From an optimization exercise on the open Yosys and OpenROAD flow, aimed at small area, a short achievable clock period and few clock cycles; shortcuts taken in it are not production practice. Only simulation tests tie the RTL to the original design; equivalence was not proved.

// eadogm_core
module eadogm_core (
    input  wire        clk,
    input  wire        rst,
    input  wire        cmd_valid,
    output wire        cmd_ready,
    input  wire [63:0] cmd_word,
    output wire [2:0]  err,
    output wire [3:0]  cur_page,
    output wire [6:0]  cur_col,
    output wire [7:0]  ret,
    output reg         mem_en,
    output reg         mem_we,
    output reg  [9:0]  mem_addr,
    output reg  [7:0]  mem_wdata,
    input  wire [7:0]  mem_rdata
);
For scale: roughly 420 flip-flops, about 120 I/O pins, ~41000 um^2 of cells after synthesis.
clock: 12.0 ns
lec_check: 0
cap_margin: 20
core_margin: 2
core_utilization: 40
place_density: 0.6
slew_margin: 20
run.sh (not shown) runs the stock make flow with config.mk's settings and CLKGATE_MAP_FILE= SYNTH_SCRIPT=/design/flow/synth_recipe.tcl, a recipe that flattens the netlist after the stock synthesis.
Testbench counts at the start, summed over its fixed seeds: cycles 250,717.
Next try:
--- a/flow/design.v
+++ b/flow/design.v
@@ -679,25 +679,31 @@
     wire       wr_need   = retire_rd && (newdata != mem_rdata);
     wire       dwrite    = !rd_p2 && (rp == head) && (|(head_oh & cv & ~crd)) &&
                            (cm_head == 8'hFF) && evict_ok;
     wire       retire    = retire_rd | dwrite;
     wire       ib_zero   = (ib_mask == 8'd0);
     wire [3:0] hit_vec   = cv & ~(retire ? head_oh : 4'd0) &
                            {ca3 == ib_addr, ca2 == ib_addr, ca1 == ib_addr, ca0 == ib_addr};
     wire       hit       = |hit_vec;
     wire       ib_take   = ib_valid && (ib_zero || hit || (count != 3'd4));
     wire       alloc     = ib_valid && !ib_zero && !hit && (count != 3'd4);
-    wire       buf_free  = !ib_valid || ib_take;
+    wire       buf_free  = !ib_valid || (count != 3'd4);
     wire       rp_ready  = |(rp_oh & cv & ~crd);
-    wire       slot_free = !wr_need && !dwrite && (state != S_LF);
-    wire       do_read   = slot_free && rp_ready && evict_ok;
-    wire       byp_read  = slot_free && alloc && (rp == tail) && evict_ok;
+    wire       slot_free = !dwrite && (state != S_LF);
+    wire       rd_pre    = slot_free && rp_ready && evict_ok;
+    wire       byp_pre   = slot_free && alloc && (rp == tail) && evict_ok;
+    wire       do_read   = rd_pre && !wr_need;
+    wire       byp_read  = byp_pre && !wr_need;
+    wire       alt_en    = (state == S_LF) || dwrite || rd_pre || byp_pre;
+    wire       alt_we    = (state == S_LF) || dwrite;
+    wire [9:0] alt_addr  = (state == S_LF) ? {tpage, tcol} : dwrite ? ca_head : rd_pre ? ca_rp : ib_addr;
+    wire [7:0] alt_wdata = {8{mset && (state != S_LF)}};
     wire [2:0] count_nx  = count + {2'd0, alloc} - {2'd0, retire};
     reg        g_emit;
     reg [9:0]  g_addr;
     reg [7:0]  g_mask;
     always @(*) begin
         g_emit = 1'b0;
         g_addr = w_addr;
         g_mask = w_mask;
         if (state == S_WALK) begin
             g_emit = 1'b1;
@@ -725,44 +731,24 @@
             count    <= 3'd0;
             rd_p1    <= 1'b0;
             rd_p2    <= 1'b0;
             ib_valid <= 1'b0;
             mem_en   <= 1'b0;
             mem_we   <= 1'b0;
         end else begin
             rd_p1 <= do_read | byp_read;
             rd_p2 <= rd_p1;
             count <= count_nx;
-            mem_en <= 1'b0;
-            mem_we <= 1'b0;
-            if (state == S_LF) begin
-                mem_en    <= 1'b1;
-                mem_we    <= 1'b1;
-                mem_addr  <= {tpage, tcol};
-                mem_wdata <= 8'd0;
-            end else if (wr_need) begin
-                mem_en    <= 1'b1;
-                mem_we    <= 1'b1;
-                mem_addr  <= ca_head;
-                mem_wdata <= newdata;
-            end else if (dwrite) begin
-                mem_en    <= 1'b1;
-                mem_we    <= 1'b1;
-                mem_addr  <= ca_head;
-                mem_wdata <= mset ? 8'hFF : 8'h00;
-            end else if (do_read) begin
-                mem_en    <= 1'b1;
-                mem_addr  <= ca_rp;
-            end else if (byp_read) begin
-                mem_en    <= 1'b1;
-                mem_addr  <= ib_addr;
-            end
+            mem_en    <= wr_need | alt_en;
+            mem_we    <= wr_need | alt_we;
+            mem_addr  <= wr_need ? ca_head : alt_addr;
+            mem_wdata <= wr_need ? newdata : alt_wdata;
             if (hit_vec[0] && ib_valid && !ib_zero) cm0 <= cm0 | ib_mask;
             if (hit_vec[1] && ib_valid && !ib_zero) cm1 <= cm1 | ib_mask;
             if (hit_vec[2] && ib_valid && !ib_zero) cm2 <= cm2 | ib_mask;
             if (hit_vec[3] && ib_valid && !ib_zero) cm3 <= cm3 | ib_mask;
             if (alloc) begin
                 case (tail)
                     2'd0: begin ca0 <= ib_addr; cm0 <= ib_mask; end
                     2'd1: begin ca1 <= ib_addr; cm1 <= ib_mask; end
                     2'd2: begin ca2 <= ib_addr; cm2 <= ib_mask; end
                     default: begin ca3 <= ib_addr; cm3 <= ib_mask; end
What happened: Setup slack is better by 0.46 ns; routed wire length goes up by a few percent; final area goes up slightly; worst hold slack is worse by 0.0054 ns; maximum frequency goes up by a little under a tenth; register-to-register slack is better by 0.46 ns; synthesized cell count goes up slightly.
Testbench counts after the change, summed over its fixed seeds: cycles 251,654.

== lane 3 ==
Another version of the RTL of eadogm_core (not shown whole).
For scale: ~120 I/O pins, about 40000 um2 of cells after synthesis.
export LEC_CHECK = 0
export CAP_MARGIN = 60
export CORE_MARGIN = 2
export CORE_UTILIZATION = 40
export PLACE_DENSITY = 0.6
export SLEW_MARGIN = 60
create_clock -name core_clock -period 12.0 [get_ports {clk}]
Testbench counts of lane 3, summed over its fixed seeds: cycles 249,822.
> inputs changed (lane 3 -> lane 1)
--- a/flow/design.v
+++ b/flow/design.v
@@ -506,21 +506,25 @@
     wire [6:0] sdxy = setup_steep ? dyx : dxy[6:0];    
     wire       seg_same   = (ux1 == ux2) && (uy1 == uy2);
     wire       setup_vert = (ux1 == ux2) && (uy1 != uy2);
     wire       s_skipf = is_arc & prev_ok & !setup_swap;
     wire       s_skipl = is_arc & prev_ok & setup_swap;
     wire [6:0] sdx    = setup_steep ? ady : adx;
     wire signed [8:0] s_e0 = {3'b000, sdx[6:1]};
     wire signed [8:0] e1   = s_e0 - $signed({2'b00, sdy});
     wire signed [8:0] e1p  = s_e0 + $signed({2'b00, sdxy});
-    wire       e1_neg = e1[8];
+    wire       e1n_neg = (ady > {1'b0, adx[6:1]});
+    wire       e1s_neg = (adx > {1'b0, ady[6:1]});
+    wire       e1_neg  = setup_steep ? e1s_neg : e1n_neg;
     wire signed [8:0] s_e1 = e1_neg ? e1p : e1;
-    wire [6:0] s_wy1  = e1_neg ? (s_yneg ? dec7(sb1) : inc7(sb1)) : sb1;
+    wire [6:0] wyn1   = e1n_neg ? (s_yneg ? dec7(sbn) : inc7(sbn)) : sbn;
+    wire [6:0] wys1   = e1s_neg ? (s_yneg ? dec7(sbs) : inc7(sbs)) : sbs;
+    wire [6:0] s_wy1  = setup_steep ? wys1 : wyn1;
     wire [6:0] s_wx1  = inc7(sa1);
     wire [6:0] s_wxe1 = dec7(sa2);
     wire seg_avail = is_arc ? p2_valid : seg_pend;
     reg  [7:0] nx;                  
     reg  [6:0] ny;
     reg        p3_valid;
     reg  [7:0] qx;                  
     reg  [6:0] qy;
     reg        p4_valid;
@@ -614,22 +618,22 @@
             3'd3:    d201 = 11'd603;
             3'd4:    d201 = 11'd804;
             3'd5:    d201 = 11'd1005;
             3'd6:    d201 = 11'd1206;
             default: d201 = 11'd1407;
         endcase
     end
     wire [10:0] mul2_s = {3'd0, stp[11:4]} + d201;
     wire [9:0]  steps  = stp[9:0];
-    wire [10:0] div_t  = {dr, dw[4'd8 - cnt]};
+    wire [10:0] div_t  = {dr, acc[16]};       
     wire [11:0] div_s  = {1'b0, div_t} - {2'b00, steps};
     wire        div_ge = !div_s[11];
-    wire [12:0] drs_s  = rca({2'd0, dr}, ~{2'd0, steps}, 1'b1);
+    wire [11:0] drs_s  = {2'd0, dr} - {2'd0, steps};
     wire [11:0] arem_a = {2'd0, arem} + {2'd0, dr};
     wire [11:0] arem_b = {2'd0, arem} + stp;              
     wire        arem_ge = !arem_b[11];
     wire [8:0]  aq_dq  = aq + dq;
     wire [8:0]  aq_dq1 = aq + dq + 9'd1;
     wire [7:0]  ang_dq  = a3 + dq[7:0];
     wire [7:0]  ang_dq1 = a3 + dq[7:0] + 8'd1;
     wire [8:0]  aq_nx  = arem_ge ? aq_dq1 : aq_dq;
     wire [7:0]  ang_nx = arem_ge ? ang_dq1 : ang_dq;
@@ -743,19 +747,19 @@
         if (state == S_WALK) begin
             g_emit = 1'b1;
         end else if (state == S_TEXT) begin
             g_emit = 1'b1;
             g_addr = t_addr;
             g_mask = t_mask;
         end
     end
     wire g_go = !g_emit || buf_free;    
-    wire walk_end = (state == S_WALK) && buf_free && (wmore == 5'd0) && is_last;
+    wire walk_end = (state == S_WALK) && buf_free && !thick && is_last;
     wire seg_go   = ((state == S_SEG) || walk_end) && seg_avail && pre_ok;
     wire p2_consume = (seg_go && is_arc) || ((state == S_PRIME) && p2_valid);
     wire p3_take    = p3_valid && (!p2_valid || p2_consume);
     wire p4_take    = p4_valid && !p3_valid;                  
     wire q_busy     = p3_valid || p4_valid;
     wire sxy_wr     = (ready_q && cmd_valid) || seg_go ||
                       ((state == S_PRIME) && p2_valid) || p3_take;
     wire seg_draw = chk_ok && !(is_arc && prev_ok && seg_same);
     always @(posedge clk) begin
@@ -973,26 +977,28 @@
                 end
                 S_MUL2: begin
                     stp <= {mul2_s[10:3], mul2_s[2:0], stp[3]};
                     acc <= {3'b000, acc[16:3]};
                     cnt <= cnt + 4'd1;
                     if (cnt == 4'd5) state_n = S_STEPS;
                 end
                 S_STEPS: begin
                     if (stp[9:0] == 10'd0) stp <= 12'd1;
+                    acc   <= {dw, 8'd0};
                     dr    <= 10'd0;
                     dq    <= 9'd0;
                     cnt   <= 4'd0;
                     state_n = S_DIV;
                 end
                 S_DIV: begin
                     dr  <= div_ge ? div_s[9:0] : div_t[9:0];
                     dq  <= {dq[7:0], div_ge};
+                    acc <= {acc[15:0], 1'b0};
                     cnt <= cnt + 4'd1;
                     if (cnt == 4'd8) state_n = S_DRS;
                 end
                 S_DRS: begin
                     stp    <= drs_s[11:0];
                     adv_ok <= 1'b1;
                     state_n  = S_PRIME;
                 end
                 S_PRIME: begin
[summary]
Lane 1 vs. lane 3: post-route worst hold slack went up by 4.0 ps. Part of the cycle the worst path needs is lower on lane 1. Lane 3 → lane 1: die area up 2700 um2, met1 demand-to-capacity share in global routing up 0.78 points, headroom to the max-slew limit down 1.2 points. Comparing lane 1 and lane 3, worst reg-to-reg path cell count is lower on lane 1. Lane 1 ends up with lower shortest period the worst path allows than lane 3 does. met5 as the uppermost layer routed was reported by lane 3, and met4 by lane 1. Lane 1 vs lane 3 — wire length of the first global-routing pass climbed by a few percent. Slew at the pin closest to its max-slew limit in lane 1 is 20 ps higher than in lane 3. Lane 1 vs lane 3 on multi-input logic area: lane 1 is the higher one. Going from lane 3 to lane 1, count of pins on the block boundary essentially unchanged, area growth from synthesis to final layout essentially unchanged.
Testbench counts of lane 1, summed over its fixed seeds: cycles 251,059.

==> re-timing with driven ports <==
The results above use ideal ports. As a check the final layouts listed here were re-extracted and re-timed, cells and wires unchanged.
Step 1, drivers: a clkbuf_16 drives clk and a buf_2 each remaining input, both assumed.
Step 2 also shifts input and output timing later by t, the mid clock arrival at the registers, as if the neighbouring blocks saw the same clock.
Slacks: ideal ports / drivers / drivers and shift; pairs: ideal ports / drivers.
run	t (ns)	slack for setup (ns)	worst data-port slew with drivers (ns)
the first run of note 1	0.698	5.320 / 5.320 / 5.320	0.08
the second run of note 1	0.695	5.779 / 5.779 / 5.548	0.08
lane 3	0.702	6.680 / 6.680 / 6.468	0.05
lane 1	0.698	7.156 / 7.156 / 6.669	0.05
After both steps setup and hold are still met in every run listed. The setup slack of lane 1, which loses most, moves by 0.000 ns with the drivers and by -0.487 ns with both steps.
